This design comes from an exercise in tuning for small area on the open sky130 flow, not from production work.
In this exercise RTL edits were held to simulation tests only and were not proved equivalent to the original.
The clock input has no modelled driver; a real chip could not lean on it and would need a root buffer or a full tree.
Power is estimated from default activity; no workload was simulated.

==> run B <==
==> flow/design.v (excerpt) <==
module rfid_frame_decoder (
    input  wire        clk,
    input  wire        rst,       
    input  wire        start,
    input  wire        line_in,
    output wire        busy,
    output wire        done,
    output wire [2:0]  result,
    output wire [39:0] id_out
);
Settings: LEC_CHECK=0, CAP_MARGIN=0, CORE_MARGIN=2, CORE_UTILIZATION=60, SLEW_MARGIN=0; clock period 5.0 ns.
standard.sh (not shown) runs the stock make flow with config.mk's settings and CLKGATE_MAP_FILE= SYNTH_SCRIPT=/design/flow/synth_recipe.tcl, a recipe that flattens the netlist after the stock synthesis.
==> flow/flow/run.sh <==
#!/bin/bash
# Layout flow: the standard flow (standard.sh) with these changes.
#  1. After the standard synthesis, its combinational logic is re-mapped
#     for area (flow/remap.sh): every flip-flop instance of the standard
#     netlist is kept as it is (same names, same cells); only the gates
#     between them are re-optimised by ABC (&deepsyn, then area mapping),
#     trying a few random seeds and keeping the smallest result.
#  2. Port buffers are sky130_fd_sc_hd__buf_1.
#  3. The clock tree is built by flow/manual_cts.tcl: the clock port drives
#     two clkbuf_16 or four clkbuf_8, each driving one placement cluster of
#     flip-flops, whichever is smaller and keeps the clock pin slew low;
#     otherwise TritonCTS with clkbuf_4 buffers and no dummy loads.
#  4. After floorplanning every combinational cell gets the smallest drive
#     of its family (flow/downsize.tcl); the standard repair steps then
#     upsize or buffer wherever slew, load or timing require.
# Each tool's output goes to a log file of its own in this folder.
set -euo pipefail
here=$(pwd)
res="$here/orfs/results/${FLOW_PLATFORM}/rfid_frame_decoder/base"

export BUFFER_PORTS_ARGS="-buffer_cell sky130_fd_sc_hd__buf_1"
export PRE_CTS_TCL="$here/flow/manual_cts.tcl"
export CTS_ARGS="-sink_clustering_enable -repair_clock_nets -dont_use_dummy_load -buf_list sky130_fd_sc_hd__clkbuf_4"
export POST_FLOORPLAN_TCL="$here/flow/downsize.tcl"

bash standard.sh synth > "$here/synth.log" 2>&1
bash "$here/flow/remap.sh" "$res/1_2_yosys.v" > "$here/remap.log" 2>&1
rm -f "$res/1_synth.odb" "$res/1_synth.sdc"
bash standard.sh finish > "$here/standard.log" 2>&1
Other scripts of this flow, unchanged in this note and not shown: flow/flow/dont_use.txt, flow/flow/downsize.tcl, flow/flow/manual_cts.tcl, flow/flow/remap.sh
==> run K: changes against run B <==
Settings changed: GPL_TIMING_DRIVEN set to 0.
==> notes <==
- Run K ran to the end with no violations. Run B ran to the end with no violations.
- Between run K and run B, the lower utilization is in run K (gap 0.27 points).
- In run B the hold slack is higher than in run K, by 5.6 ps.
- In area after synthesis, run K and run B do not differ.
- Combinational power is about the same in run B and run K.
- Of run B and run K, run B has the higher fmax (gap 18%, measured against run K).
==> figures <==
|  | run K | run B |
|---|---|---|
| 1st-pass router iterations | 5 | 4 |
| Highest cell delay on the worst timing path | 770 ps | 690 ps |
| Tightest slew margin relative to the limit | 0.1139 | 0.2126 |
| Count of placed standard cells including taps | 298 | 299 |
| Outcome | complete, no violations | complete, no violations |
| Fraction of met2 tracks used by global routing | 0.3475 | 0.3513 |
| Net total in the final layout | 260 | 261 |
| Number of global-route vias before repair | 1,496 | 1,563 |
| Sequential group share of total power | 0.661 | 0.659 |
| Worst-path clk slew | 100 ps | 90 ps |
| Switch share | 0.2294 | 0.2314 |
| Met1 Track Usage GR | 0.2654 | 0.2830 |
In every run of this note, the design's own scripts or RTL, not TritonCTS, make the clock network.

========
==> trial 51: inputs <==
==> flow/design.v <==
module rfid_frame_decoder (
    input  wire        clk,
    input  wire        rst,       
    input  wire        start,
    input  wire        line_in,
    output reg         busy,
    output wire        done,
    output wire [2:0]  result,
    output wire [39:0] id_out
);
    localparam [2:0] R_NONE     = 3'd0,
                     R_OK       = 3'd1,
                     R_NOCARR   = 3'd2,
                     R_FRAMING  = 3'd3,
                     R_HDR_TO   = 3'd4,
                     R_ROWPAR   = 3'd5,
                     R_COLPAR   = 3'd6,
                     R_TIMEOUT  = 3'd7;
    reg        w;         
    reg        hd;        
    reg [9:0]  cntq;      
    reg [3:0]  row;       
    reg [2:0]  col;       
    reg        dat;       
    reg        rowpar;    
    reg [3:0]  colpar;    
    reg [39:0] idn;       
    localparam [9:0] CPOL = 10'b1010101010;
    wire [9:0] cnt = cntq ^ CPOL;
    wire c_to  = cnt[0] & cnt[1] & cnt[3] & cnt[4] & cnt[5] & cnt[7] & !cnt[8];
    wire c_chk = cnt[1] & cnt[6] & cnt[7];
    localparam [3:0] ROW_START = 4'b0101;
    wire [3:0] row_next  = {row[2:0], row[0] ^ row[3]};
    wire carrier   = row[0] & row[2];               
    wire hdr_last  = row[0] & !row[2] & !row[3];    
    wire row10     = !row[1] & !row[2];             
    wire col4   = col[2] & !col[0];
    wire [2:0] col_next = {col[1:0], !col[2]};
    wire edge_   = line_in ^ dat;
    wire seg_end = w ? (edge_ | c_to) : c_chk;
    wire ok = (result == R_OK);
    assign result = busy ? R_NONE : col;
    assign done   = !busy && hd;
    assign id_out = ~idn & {40{ok}};
    reg       fin;
    reg [2:0] code;
    always @* begin
        fin  = 1'b0;
        code = R_OK;
        if (w) begin
            if (!edge_ && c_to) begin
                fin  = 1'b1;
                code = hd ? (carrier ? R_NOCARR : R_HDR_TO)
                          : (row10 ? R_TIMEOUT : R_ROWPAR);
            end else if (edge_ && !hd && col4) begin
                if (row10) begin
                    fin  = 1'b1;
                    code = (|colpar) ? R_COLPAR : R_OK;
                end else if (rowpar) begin
                    fin  = 1'b1;
                    code = R_ROWPAR;
                end
            end
        end else if (c_chk && hd && !line_in) begin
            fin  = 1'b1;
            code = R_FRAMING;
        end
    end
    always @(posedge clk) begin
        if (!busy) begin
            w      <= 1'b1;
            cntq   <= CPOL;
            row    <= ROW_START;
            dat    <= 1'b1;
            rowpar <= 1'b0;
            colpar <= 4'd0;
        end else begin
            cntq <= (seg_end ? 10'd0 : {cnt[8:0], ~(cnt[9] ^ cnt[0])}) ^ CPOL;
            if (seg_end) begin
                if (w) begin
                    w <= 1'b0;
                    if (!hd) begin
                        if (col4) begin
                            row <= row_next;
                            col <= 3'd0;
                        end else begin
                            col <= col_next;
                        end
                    end
                end else begin
                    dat <= line_in;
                    if (hd) begin
                        row <= row_next;
                        if (hdr_last)
                            hd <= 1'b0;       
                        else
                            w <= 1'b1;
                    end else begin
                        w      <= 1'b1;
                        rowpar <= rowpar ^ line_in;
                        if (!col4)
                            colpar <= {colpar[2:0], colpar[3] ^ line_in};
                    end
                end
            end
        end
        if (rst) begin
            busy <= 1'b0;
            col  <= R_NONE;
            hd   <= 1'b0;
        end else if (!busy) begin
            busy <= start;
            hd   <= start;
            if (start) col <= 3'd0;
        end else if (fin) begin
            busy <= 1'b0;
            col  <= code;
            hd   <= 1'b1;
        end
        if (busy && !w && c_chk && !hd && !col4 && !row10)
            idn <= {idn[38:0], ~line_in};
    end
endmodule
==> flow/flow/run.sh <==
#!/bin/bash
# Layout flow: the standard flow (standard.sh) with these changes.
#  1. After the standard synthesis, its combinational logic is re-mapped
#     for area (flow/remap.sh): every flip-flop instance of the standard
#     netlist is kept as it is (same names, same cells); only the gates
#     between them are re-optimised by ABC (&deepsyn, then area mapping),
#     trying a few random seeds and keeping the smallest result.
#  2. Port buffers are sky130_fd_sc_hd__buf_1.
#  3. The clock tree is built by flow/manual_cts.tcl: the clock port drives
#     four clkbuf_8, each driving one placement cluster of flip-flops.
#  4. After floorplanning every combinational cell gets the smallest drive
#     of its family (flow/downsize.tcl); the standard repair steps then
#     upsize or buffer wherever slew, load or timing require.
# Each tool's output goes to a log file of its own in this folder.
set -euo pipefail
here=$(pwd)
res="$here/orfs/results/${FLOW_PLATFORM}/rfid_frame_decoder/base"

export BUFFER_PORTS_ARGS="-buffer_cell sky130_fd_sc_hd__buf_1"
export PRE_CTS_TCL="$here/flow/manual_cts.tcl"
export POST_FLOORPLAN_TCL="$here/flow/downsize.tcl"

bash standard.sh synth > "$here/synth.log" 2>&1
bash "$here/flow/remap.sh" "$res/1_2_yosys.v" > "$here/remap.log" 2>&1
rm -f "$res/1_synth.odb" "$res/1_synth.sdc"
bash standard.sh finish > "$here/standard.log" 2>&1
==> flow/flow/dont_use.txt <==
sky130_fd_sc_hd__probe_p_8
sky130_fd_sc_hd__probec_p_8
sky130_fd_sc_hd__lpflow_bleeder_1
sky130_fd_sc_hd__lpflow_clkbufkapwr_1
sky130_fd_sc_hd__lpflow_clkbufkapwr_16
sky130_fd_sc_hd__lpflow_clkbufkapwr_2
sky130_fd_sc_hd__lpflow_clkbufkapwr_4
sky130_fd_sc_hd__lpflow_clkbufkapwr_8
sky130_fd_sc_hd__lpflow_clkinvkapwr_1
sky130_fd_sc_hd__lpflow_clkinvkapwr_16
sky130_fd_sc_hd__lpflow_clkinvkapwr_2
sky130_fd_sc_hd__lpflow_clkinvkapwr_4
sky130_fd_sc_hd__lpflow_clkinvkapwr_8
sky130_fd_sc_hd__lpflow_decapkapwr_12
sky130_fd_sc_hd__lpflow_decapkapwr_3
sky130_fd_sc_hd__lpflow_decapkapwr_4
sky130_fd_sc_hd__lpflow_decapkapwr_6
sky130_fd_sc_hd__lpflow_decapkapwr_8
sky130_fd_sc_hd__lpflow_inputiso0n_1
sky130_fd_sc_hd__lpflow_inputiso0p_1
sky130_fd_sc_hd__lpflow_inputiso1n_1
sky130_fd_sc_hd__lpflow_inputiso1p_1
sky130_fd_sc_hd__lpflow_inputisolatch_1
sky130_fd_sc_hd__lpflow_isobufsrc_1
sky130_fd_sc_hd__lpflow_isobufsrc_16
sky130_fd_sc_hd__lpflow_isobufsrc_2
sky130_fd_sc_hd__lpflow_isobufsrc_4
sky130_fd_sc_hd__lpflow_isobufsrc_8
sky130_fd_sc_hd__lpflow_isobufsrckapwr_16
sky130_fd_sc_hd__lpflow_lsbuf_lh_hl_isowell_tap_1
sky130_fd_sc_hd__lpflow_lsbuf_lh_hl_isowell_tap_2
sky130_fd_sc_hd__lpflow_lsbuf_lh_hl_isowell_tap_4
sky130_fd_sc_hd__lpflow_lsbuf_lh_isowell_4
sky130_fd_sc_hd__lpflow_lsbuf_lh_isowell_tap_1
sky130_fd_sc_hd__lpflow_lsbuf_lh_isowell_tap_2
sky130_fd_sc_hd__lpflow_lsbuf_lh_isowell_tap_4
sky130_fd_sc_hd__fill_1
sky130_fd_sc_hd__fill_2
sky130_fd_sc_hd__fill_4
sky130_fd_sc_hd__fill_8
==> flow/flow/downsize.tcl <==
# Give every combinational cell the smallest drive strength of its family;
# the later repair steps upsize or buffer wherever slew, load or timing need it.
set n 0
foreach inst [get_cells *] {
  set ref [get_property $inst ref_name]
  if {![regexp {^(sky130_fd_sc_hd__[a-z0-9]+)_([0-9]+)$} $ref -> fam drv]} continue
  if {[regexp {df|dl|sdf|edf|tap|fill|decap|conb|clkbuf|clkinv} $fam]} continue
  set best ""
  set barea 1e9
  foreach lc [get_lib_cells ${fam}_*] {
    set nm [get_name $lc]
    if {![regexp "^${fam}_\[0-9\]+\$" $nm]} continue
    if {[catch {get_property $lc dont_use} du] == 0 && $du} continue
    set a [get_property $lc area]
    if {$a < $barea - 1e-6} { set barea $a; set best $nm }
  }
  if {$best ne "" && $best ne $ref} {
    if {$barea < [get_property [get_lib_cells $ref] area] - 1e-6} {
      replace_cell $inst $best
      incr n
    }
  }
}
puts "downsize: replaced $n cells"
==> flow/flow/manual_cts.tcl <==
set cts_cell sky130_fd_sc_hd__clkbuf_8
set cts_nbuf 4

proc manual_cts {cell nbuf} {
  set block [ord::get_db_block]
  set db [ord::get_db]
  set clknet [$block findNet clk]
  set master [$db findMaster $cell]
  set sinks {}
  foreach it [$clknet getITerms] {
    set inst [$it getInst]
    set bb [$inst getBBox]
    lappend sinks [list $it [expr {([$bb xMin]+[$bb xMax])/2}] [expr {([$bb yMin]+[$bb yMax])/2}]]
  }
  set n [llength $sinks]
  set sorted [lsort -real -index 1 $sinks]
  set centers {}
  for {set k 0} {$k < $nbuf} {incr k} {
    set s [lindex $sorted [expr {int(($k + 0.5) * $n / $nbuf)}]]
    lappend centers [list [lindex $s 1] [lindex $s 2]]
  }
  for {set iter 0} {$iter < 50} {incr iter} {
    set groups {}
    for {set k 0} {$k < $nbuf} {incr k} { lappend groups {} }
    foreach s $sinks {
      set best 0; set bd 1e30
      for {set k 0} {$k < $nbuf} {incr k} {
        set c [lindex $centers $k]
        set d [expr {abs([lindex $s 1]-[lindex $c 0]) + abs([lindex $s 2]-[lindex $c 1])}]
        if {$d < $bd} { set bd $d; set best $k }
      }
      lset groups $best [concat [lindex $groups $best] [list $s]]
    }
    set centers {}
    foreach g $groups {
      set sx 0; set sy 0
      foreach s $g { set sx [expr {$sx + [lindex $s 1]}]; set sy [expr {$sy + [lindex $s 2]}] }
      set m [llength $g]
      if {$m == 0} { set m 1 }
      lappend centers [list [expr {int($sx / $m)}] [expr {int($sy / $m)}]]
    }
  }
  for {set k 0} {$k < $nbuf} {incr k} {
    set g [lindex $groups $k]
    if {[llength $g] == 0} continue
    set buf [odb::dbInst_create $block $master "clkbuf_m_$k"]
    set net [odb::dbNet_create $block "clknet_m_$k"]
    $net setSigType CLOCK
    foreach s $g { set it [lindex $s 0]; $it disconnect; $it connect $net }
    [$buf findITerm A] connect $clknet
    [$buf findITerm X] connect $net
    set c [lindex $centers $k]
    $buf setLocation [lindex $c 0] [lindex $c 1]
    $buf setPlacementStatus PLACED
    puts "manual_cts: $cell clkbuf_m_$k drives [llength $g] sinks"
  }
  $clknet setSigType CLOCK
}

manual_cts $cts_cell $cts_nbuf
set_propagated_clock [all_clocks]
rename clock_tree_synthesis _tritoncts_unused
proc clock_tree_synthesis {args} {
  puts "clock_tree_synthesis skipped: clock buffers were placed by flow/manual_cts.tcl"
}
==> flow/flow/remap.sh <==
#!/bin/bash
# remap.sh NETLIST: re-map the combinational logic of a standard synthesis
# netlist for area, keeping every flip-flop instance unchanged. The
# original is kept as NETLIST.standard; NETLIST is replaced by the best
# result if one is smaller.
set -euo pipefail
net=$1
here=$(pwd)
lib="$FLOW_HOME/platforms/$FLOW_PLATFORM/lib/sky130_fd_sc_hd__tt_025C_1v80.lib"
du=$(sed 's/^/-dont_use /' "$here/flow/dont_use.txt" | tr '\n' ' ')
work="$here/remap"
mkdir -p "$work"
cp "$net" "$net.standard"

area_of() {
  cat > "$work/area.ys" <<EOY
read_liberty -lib $lib
read_verilog $1
hierarchy -top $FLOW_TOP
tee -o $work/area.txt stat -liberty $lib
EOY
  yosys -q "$work/area.ys" > /dev/null 2>&1
  grep -i "chip area" "$work/area.txt" | awk '{print $NF}'
}

best=$(area_of "$net.standard")
bestf="$net.standard"
echo "standard netlist area: $best"
i=0
for seed in 0 1 2 3 4 5; do
 for mapper in "dch -f|map -a" "dch -f|&get -n|&nf -R 1000 -E 100|&put" "dch -f|&get -n|&nf -R 1000 -p|&put"; do
  i=$((i+1))
  {
    printf 'strash\n&get -n\n&deepsyn -S %s -J 100 -T 60\n&put\n' "$seed"
    echo "$mapper" | tr '|' '\n'
  } > "$work/s$i.abc"
  cat > "$work/s$i.ys" <<EOY
read_liberty -ignore_miss_func $lib
read_verilog $net.standard
hierarchy -top $FLOW_TOP
blackbox sky130_fd_sc_hd__*df* sky130_fd_sc_hd__*dl*
flatten
opt_clean
abc -liberty $lib -script $work/s$i.abc $du
opt_clean -purge
hilomap -singleton -hicell sky130_fd_sc_hd__conb_1 HI -locell sky130_fd_sc_hd__conb_1 LO
splitnets
opt_clean -purge
rename -hide w:*.*
write_verilog -noattr -noexpr -nohex -nodec $work/s$i.v
design -reset
read_liberty -lib $lib
read_verilog $work/s$i.v
hierarchy -check -top $FLOW_TOP
check -assert -mapped
EOY
  if yosys "$work/s$i.ys" > "$work/s$i.log" 2>&1; then
    a=$(area_of "$work/s$i.v")
    echo "seed $seed, $mapper: area $a"
    if awk -v a="$a" -v b="$best" 'BEGIN{exit !(a < b)}'; then best=$a; bestf="$work/s$i.v"; fi
  else
    echo "seed $seed, $mapper: failed"
  fi
 done
done
echo "using $bestf (area $best)"
cp "$bestf" "$net"
==> flow/standard.sh <==
#!/bin/bash
# synth_recipe.tcl (not shown) runs the flow's synth.tcl, then flattens the netlist and writes it again
# the make line also repeats each setting of config.mk as NAME=value (left out here)
make -C /OpenROAD-flow-scripts/flow DESIGN_CONFIG=/design/flow/config.mk WORK_HOME=/design/flow/orfs CLKGATE_MAP_FILE= SYNTH_SCRIPT=/design/flow/synth_recipe.tcl "${@:-finish}"
==> flow/config.mk <==
export PLATFORM = sky130hd
export DESIGN_NAME = rfid_frame_decoder
export DESIGN_NICKNAME = rfid_frame_decoder
export VERILOG_FILES = /design/flow/design.v
export SDC_FILE = /design/flow/constraint.sdc
export NUM_CORES = 4
export LEC_CHECK = 0
export CAP_MARGIN = 0
export CORE_MARGIN = 2
export CORE_UTILIZATION = 60
export SLEW_MARGIN = 0
==> flow/constraint.sdc <==
create_clock -name core_clock -period 5.0 [get_ports {clk}]
set_input_delay 1.0000 -clock core_clock [delete_from_list [all_inputs] [get_ports {clk}]]
set_output_delay 1.0000 -clock core_clock [all_outputs]
set_load 0.01 [all_outputs]
==> inputs of trial 6, as changes to trial 51 <==
--- a/flow/design.v
+++ b/flow/design.v
@@ -3,7 +3,7 @@
     input  wire        rst,       
     input  wire        start,
     input  wire        line_in,
-    output reg         busy,
+    output wire        busy,
     output wire        done,
     output wire [2:0]  result,
     output wire [39:0] id_out
@@ -17,7 +17,6 @@
                      R_COLPAR   = 3'd6,
                      R_TIMEOUT  = 3'd7;
     reg        w;         
-    reg        hd;        
     reg [9:0]  cntq;      
     reg [3:0]  row;       
     reg [2:0]  col;       
@@ -31,16 +30,18 @@
     wire c_chk = cnt[1] & cnt[6] & cnt[7];
     localparam [3:0] ROW_START = 4'b0101;
     wire [3:0] row_next  = {row[2:0], row[0] ^ row[3]};
+    assign busy = |row;
     wire carrier   = row[0] & row[2];               
     wire hdr_last  = row[0] & !row[2] & !row[3];    
     wire row10     = !row[1] & !row[2];             
-    wire col4   = col[2] & !col[0];
+    wire hd     = col[2] & !col[1];   
+    wire col4   = col[1] & !col[0];   
     wire [2:0] col_next = {col[1:0], !col[2]};
     wire edge_   = line_in ^ dat;
     wire seg_end = w ? (edge_ | c_to) : c_chk;
     wire ok = (result == R_OK);
     assign result = busy ? R_NONE : col;
-    assign done   = !busy && hd;
+    assign done   = !busy && !w;
     assign id_out = ~idn & {40{ok}};
     reg       fin;
     reg [2:0] code;
@@ -68,9 +69,7 @@
     end
     always @(posedge clk) begin
         if (!busy) begin
-            w      <= 1'b1;
             cntq   <= CPOL;
-            row    <= ROW_START;
             dat    <= 1'b1;
             rowpar <= 1'b0;
             colpar <= 4'd0;
@@ -78,7 +77,6 @@
             cntq <= (seg_end ? 10'd0 : {cnt[8:0], ~(cnt[9] ^ cnt[0])}) ^ CPOL;
             if (seg_end) begin
                 if (w) begin
-                    w <= 1'b0;
                     if (!hd) begin
                         if (col4) begin
                             row <= row_next;
@@ -92,11 +90,8 @@
                     if (hd) begin
                         row <= row_next;
                         if (hdr_last)
-                            hd <= 1'b0;       
-                        else
-                            w <= 1'b1;
+                            col <= 3'd0;      
                     end else begin
-                        w      <= 1'b1;
                         rowpar <= rowpar ^ line_in;
                         if (!col4)
                             colpar <= {colpar[2:0], colpar[3] ^ line_in};
@@ -105,17 +100,19 @@
             end
         end
         if (rst) begin
-            busy <= 1'b0;
+            row  <= 4'd0;
             col  <= R_NONE;
-            hd   <= 1'b0;
+            w    <= 1'b1;
         end else if (!busy) begin
-            busy <= start;
-            hd   <= start;
-            if (start) col <= 3'd0;
+            row  <= start ? ROW_START : 4'd0;
+            w    <= 1'b1;
+            if (start) col <= 3'b100;
         end else if (fin) begin
-            busy <= 1'b0;
+            row  <= 4'd0;
             col  <= code;
-            hd   <= 1'b1;
+            w    <= 1'b0;
+        end else if (seg_end) begin
+            w <= !w && !(hd && hdr_last);
         end
         if (busy && !w && c_chk && !hd && !col4 && !row10)
             idn <= {idn[38:0], ~line_in};
--- a/flow/flow/run.sh
+++ b/flow/flow/run.sh
@@ -6,8 +6,6 @@
 #     between them are re-optimised by ABC (&deepsyn, then area mapping),
 #     trying a few random seeds and keeping the smallest result.
 #  2. Port buffers are sky130_fd_sc_hd__buf_1.
-#  3. The clock tree is built by flow/manual_cts.tcl: the clock port drives
-#     four clkbuf_8, each driving one placement cluster of flip-flops.
 #  4. After floorplanning every combinational cell gets the smallest drive
 #     of its family (flow/downsize.tcl); the standard repair steps then
 #     upsize or buffer wherever slew, load or timing require.
@@ -18,6 +16,7 @@
 
 export BUFFER_PORTS_ARGS="-buffer_cell sky130_fd_sc_hd__buf_1"
 export PRE_CTS_TCL="$here/flow/manual_cts.tcl"
+export CTS_ARGS="-sink_clustering_enable -repair_clock_nets -dont_use_dummy_load -buf_list sky130_fd_sc_hd__clkbuf_4"
 export POST_FLOORPLAN_TCL="$here/flow/downsize.tcl"
 
 bash standard.sh synth > "$here/synth.log" 2>&1
--- a/flow/flow/manual_cts.tcl
+++ b/flow/flow/manual_cts.tcl
@@ -1,7 +1,12 @@
-set cts_cell sky130_fd_sc_hd__clkbuf_8
-set cts_nbuf 4
+set cts_candidates {
+  {sky130_fd_sc_hd__clkbuf_4 4}
+  {sky130_fd_sc_hd__clkbuf_8 3}
+  {sky130_fd_sc_hd__clkbuf_16 2}
+  {sky130_fd_sc_hd__clkbuf_8 4}
+}
+set max_clk_slew 0.124
 
-proc manual_cts {cell nbuf} {
+proc manual_cts {cell nbuf {init 0}} {
   set block [ord::get_db_block]
   set db [ord::get_db]
   set clknet [$block findNet clk]
@@ -13,23 +18,54 @@
     lappend sinks [list $it [expr {([$bb xMin]+[$bb xMax])/2}] [expr {([$bb yMin]+[$bb yMax])/2}]]
   }
   set n [llength $sinks]
-  set sorted [lsort -real -index 1 $sinks]
+  # initial centres: spread along one direction (x, y, x+y or x-y)
+  set keyed {}
+  foreach s $sinks {
+    set x [lindex $s 1]; set y [lindex $s 2]
+    switch $init {
+      0 { set key $x }
+      1 { set key $y }
+      2 { set key [expr {$x + $y}] }
+      default { set key [expr {$x - $y}] }
+    }
+    lappend keyed [list $key $s]
+  }
+  set sorted {}
+  foreach ks [lsort -real -index 0 $keyed] { lappend sorted [lindex $ks 1] }
+  set sinks [lsort -integer -index 2 [lsort -integer -index 1 $sinks]]
   set centers {}
   for {set k 0} {$k < $nbuf} {incr k} {
     set s [lindex $sorted [expr {int(($k + 0.5) * $n / $nbuf)}]]
     lappend centers [list [lindex $s 1] [lindex $s 2]]
   }
-  for {set iter 0} {$iter < 50} {incr iter} {
+  # balanced k-means: each buffer drives at most ceil(n / nbuf) sinks; sinks
+  # are assigned greedily, those with the most to lose first
+  set cap [expr {($n + $nbuf - 1) / $nbuf}]
+  for {set iter 0} {$iter < 30} {incr iter} {
+    set order {}
+    foreach s $sinks {
+      set ds {}
+      foreach c $centers {
+        lappend ds [expr {abs([lindex $s 1]-[lindex $c 0]) + abs([lindex $s 2]-[lindex $c 1])}]
+      }
+      set sd [lsort -real $ds]
+      set regret [expr {[llength $sd] > 1 ? [lindex $sd 1] - [lindex $sd 0] : 0}]
+      lappend order [list $regret $s $ds]
+    }
+    set order [lsort -real -decreasing -index 0 $order]
     set groups {}
-    for {set k 0} {$k < $nbuf} {incr k} { lappend groups {} }
-    foreach s $sinks {
-      set best 0; set bd 1e30
+    set used {}
+    for {set k 0} {$k < $nbuf} {incr k} { lappend groups {}; lappend used 0 }
+    foreach o $order {
+      set s [lindex $o 1]
+      set ds [lindex $o 2]
+      set best -1; set bd 1e30
       for {set k 0} {$k < $nbuf} {incr k} {
-        set c [lindex $centers $k]
-        set d [expr {abs([lindex $s 1]-[lindex $c 0]) + abs([lindex $s 2]-[lindex $c 1])}]
-        if {$d < $bd} { set bd $d; set best $k }
+        if {[lindex $used $k] >= $cap} continue
+        if {[lindex $ds $k] < $bd} { set bd [lindex $ds $k]; set best $k }
       }
       lset groups $best [concat [lindex $groups $best] [list $s]]
+      lset used $best [expr {[lindex $used $best] + 1}]
     }
     set centers {}
     foreach g $groups {
@@ -57,9 +93,60 @@
   $clknet setSigType CLOCK
 }
 
-manual_cts $cts_cell $cts_nbuf
-set_propagated_clock [all_clocks]
-rename clock_tree_synthesis _tritoncts_unused
-proc clock_tree_synthesis {args} {
-  puts "clock_tree_synthesis skipped: clock buffers were placed by flow/manual_cts.tcl"
+proc undo_manual_cts {nbuf} {
+  set block [ord::get_db_block]
+  set clknet [$block findNet clk]
+  for {set k 0} {$k < $nbuf} {incr k} {
+    set buf [$block findInst "clkbuf_m_$k"]
+    set net [$block findNet "clknet_m_$k"]
+    if {$net ne "NULL" && $net ne ""} {
+      foreach it [$net getITerms] {
+        if {[$it getInst] ne $buf} { $it disconnect; $it connect $clknet }
+      }
+    }
+    if {$buf ne "NULL" && $buf ne ""} { odb::dbInst_destroy $buf }
+    if {$net ne "NULL" && $net ne ""} { odb::dbNet_destroy $net }
+  }
 }
+
+proc max_clk_pin_slew {} {
+  set mx 0
+  foreach p [get_pins -hierarchical */CLK] {
+    set s [get_property $p slew_max]
+    if {$s > $mx} { set mx $s }
+  }
+  return $mx
+}
+
+set manual_done 0
+foreach cand $cts_candidates {
+  lassign $cand cell nbuf
+  set best_init -1
+  set best_slew 1e9
+  foreach init {0 1 2 3} {
+    manual_cts $cell $nbuf $init
+    set_propagated_clock [all_clocks]
+    estimate_parasitics -placement
+    set slew [max_clk_pin_slew]
+    puts "manual_cts: $nbuf x $cell, start $init, estimated worst clock pin slew $slew"
+    undo_manual_cts $nbuf
+    if {$slew < $best_slew} { set best_slew $slew; set best_init $init }
+  }
+  if {$best_slew <= $max_clk_slew} {
+    manual_cts $cell $nbuf $best_init
+    set_propagated_clock [all_clocks]
+    estimate_parasitics -placement
+    puts "manual_cts: using $nbuf x $cell (start $best_init), estimated worst clock pin slew [max_clk_pin_slew]"
+    set manual_done 1
+    break
+  }
+}
+
+if {$manual_done} {
+  rename clock_tree_synthesis _tritoncts_unused
+  proc clock_tree_synthesis {args} {
+    puts "clock_tree_synthesis skipped: clock buffers were placed by flow/manual_cts.tcl"
+  }
+} else {
+  puts "manual_cts: no candidate met the slew target, using TritonCTS"
+}
GPL_TIMING_DRIVEN = 0   (was unset)
==> inputs of trial 97, as changes to trial 51 <==
--- a/flow/flow/run.sh
+++ b/flow/flow/run.sh
@@ -6,8 +6,7 @@
 #     between them are re-optimised by ABC (&deepsyn, then area mapping),
 #     trying a few random seeds and keeping the smallest result.
 #  2. Port buffers are sky130_fd_sc_hd__buf_1.
-#  3. The clock tree is built by flow/manual_cts.tcl: the clock port drives
-#     four clkbuf_8, each driving one placement cluster of flip-flops.
+#  3. The clock tree uses clkbuf_4 buffers and no dummy loads.
 #  4. After floorplanning every combinational cell gets the smallest drive
 #     of its family (flow/downsize.tcl); the standard repair steps then
 #     upsize or buffer wherever slew, load or timing require.
@@ -17,7 +16,7 @@
 res="$here/orfs/results/${FLOW_PLATFORM}/rfid_frame_decoder/base"
 
 export BUFFER_PORTS_ARGS="-buffer_cell sky130_fd_sc_hd__buf_1"
-export PRE_CTS_TCL="$here/flow/manual_cts.tcl"
+export CTS_ARGS="-sink_clustering_enable -repair_clock_nets -dont_use_dummy_load -buf_list sky130_fd_sc_hd__clkbuf_4"
 export POST_FLOORPLAN_TCL="$here/flow/downsize.tcl"
 
 bash standard.sh synth > "$here/synth.log" 2>&1
removed: flow/flow/manual_cts.tcl
==> run notes <==
worst setup margin approximately 1.9 ns; Die W roughly 67 um; Fin Hold WS between 0.3 and 0.4 ns; fin nets 257; Seq area share 0.6439; first-pass GRT wire length between 6000 and 7000 um; internal power 0.0006607 W; layout cell share with drive strength beyond 1 0.01992; Final Util 0.7142; Setup Skew 0.03848 ns; Power Dens Cells 304.4 mW/mm2; initial core utilization 0.6334; Post-Syn Nets between 200 and 250; clock-pin slew on the worst setup and hold paths 0.10 ns; Final Cell Area ~0.0027 mm2; Clock Power Share 0.238; commonest cells after routing, fill and taps aside 57 x nor2_1, 48 x buf_1, 40 x edfxtp_1; status finished clean; Slowest cell on crit path nand2_1
-- figures above: trial 51

==> run notes <==
internal power about 0.00067 W; layout cell share with drive strength beyond 1 0.03906; Seq area share 0.6409; Fin Hold WS roughly 0.37 ns; Final Util 0.7176; worst setup margin 1.674 ns; Slowest cell on crit path nand2_1; commonest cells after routing, fill and taps aside 57 x nor2_1, 48 x buf_1, 40 x edfxtp_1; fin nets 262; Power Dens Cells 319.0 mW/mm2; status finished clean; Setup Skew 0.02087 ns; initial core utilization 0.6334; Die W 66.86 um
-- figures above: trial 97

==> run notes <==
status finished clean; Setup Skew between 0.004 and 0.005 ns; initial core utilization 0.6313; first-pass GRT wire length 6768 um; Power Dens Cells 326.4 mW/mm2; Post-Syn Nets 205; Slowest cell on crit path nor4_1; Clock Power Share 0.204; HPWL Detailed 3031 um; commonest cells after routing, fill and taps aside 59 x nor2_1, 48 x buf_1, 40 x edfxtp_1; clock-pin slew on the worst setup and hold paths 0.12 ns; Fin Hold WS 0.3750 ns; fin nets around 260; layout cell share with drive strength beyond 1 0.01976; Worst R2R Setup Slack 1.93 ns; Seq area share 0.6370; Die W 66.53 um
-- figures above: trial 6

The clock cells of trial 51 and trial 6 come from the design's own scripts or RTL, not from TritonCTS.

afterwards: timing with drivers on the ports:
The results above use ideal ports. As a check the final layouts listed here were re-extracted and re-timed, cells and wires unchanged.
Step 1 (the two cells are an assumption about what drives the block):
set clk [get_ports {clk}]
set_driving_cell -lib_cell sky130_fd_sc_hd__clkbuf_16 $clk
set_driving_cell -lib_cell sky130_fd_sc_hd__buf_2 [delete_from_list [all_inputs] $clk]
Step 2 times the ports against the registers' clock, not the clock port: input delays grow and output delays shrink by t, the midpoint of the rising clock arrivals with the driver on.
Slacks: no drivers / after step 1 / after step 2; pairs: no drivers / after step 1.
| run | t, ns | slack for setup (ns) | worst hold slack (ns) | cell pins on the clock port's net |
|---|---|---|---|---|
| run B | 0.197 | 1.402 / 1.347 / 1.544 | 0.377 / 0.377 / 0.377 | 4 |
| run K | 0.204 | 0.760 / 0.704 / 0.908 | 0.371 / 0.371 / 0.371 | 4 |
| trial 51 | 0.199 | 1.917 / 1.861 / 1.953 | 0.375 / 0.375 / 0.375 | 4 |
| trial 6 | 0.213 | 0.713 / 0.668 / 0.881 | 0.375 / 0.375 / 0.375 | 3 |
| trial 97 | 0.397 | 1.674 / 1.649 / 1.899 | 0.374 / 0.374 / 0.374 | 1 |
After both steps setup and hold are still met in every run listed.
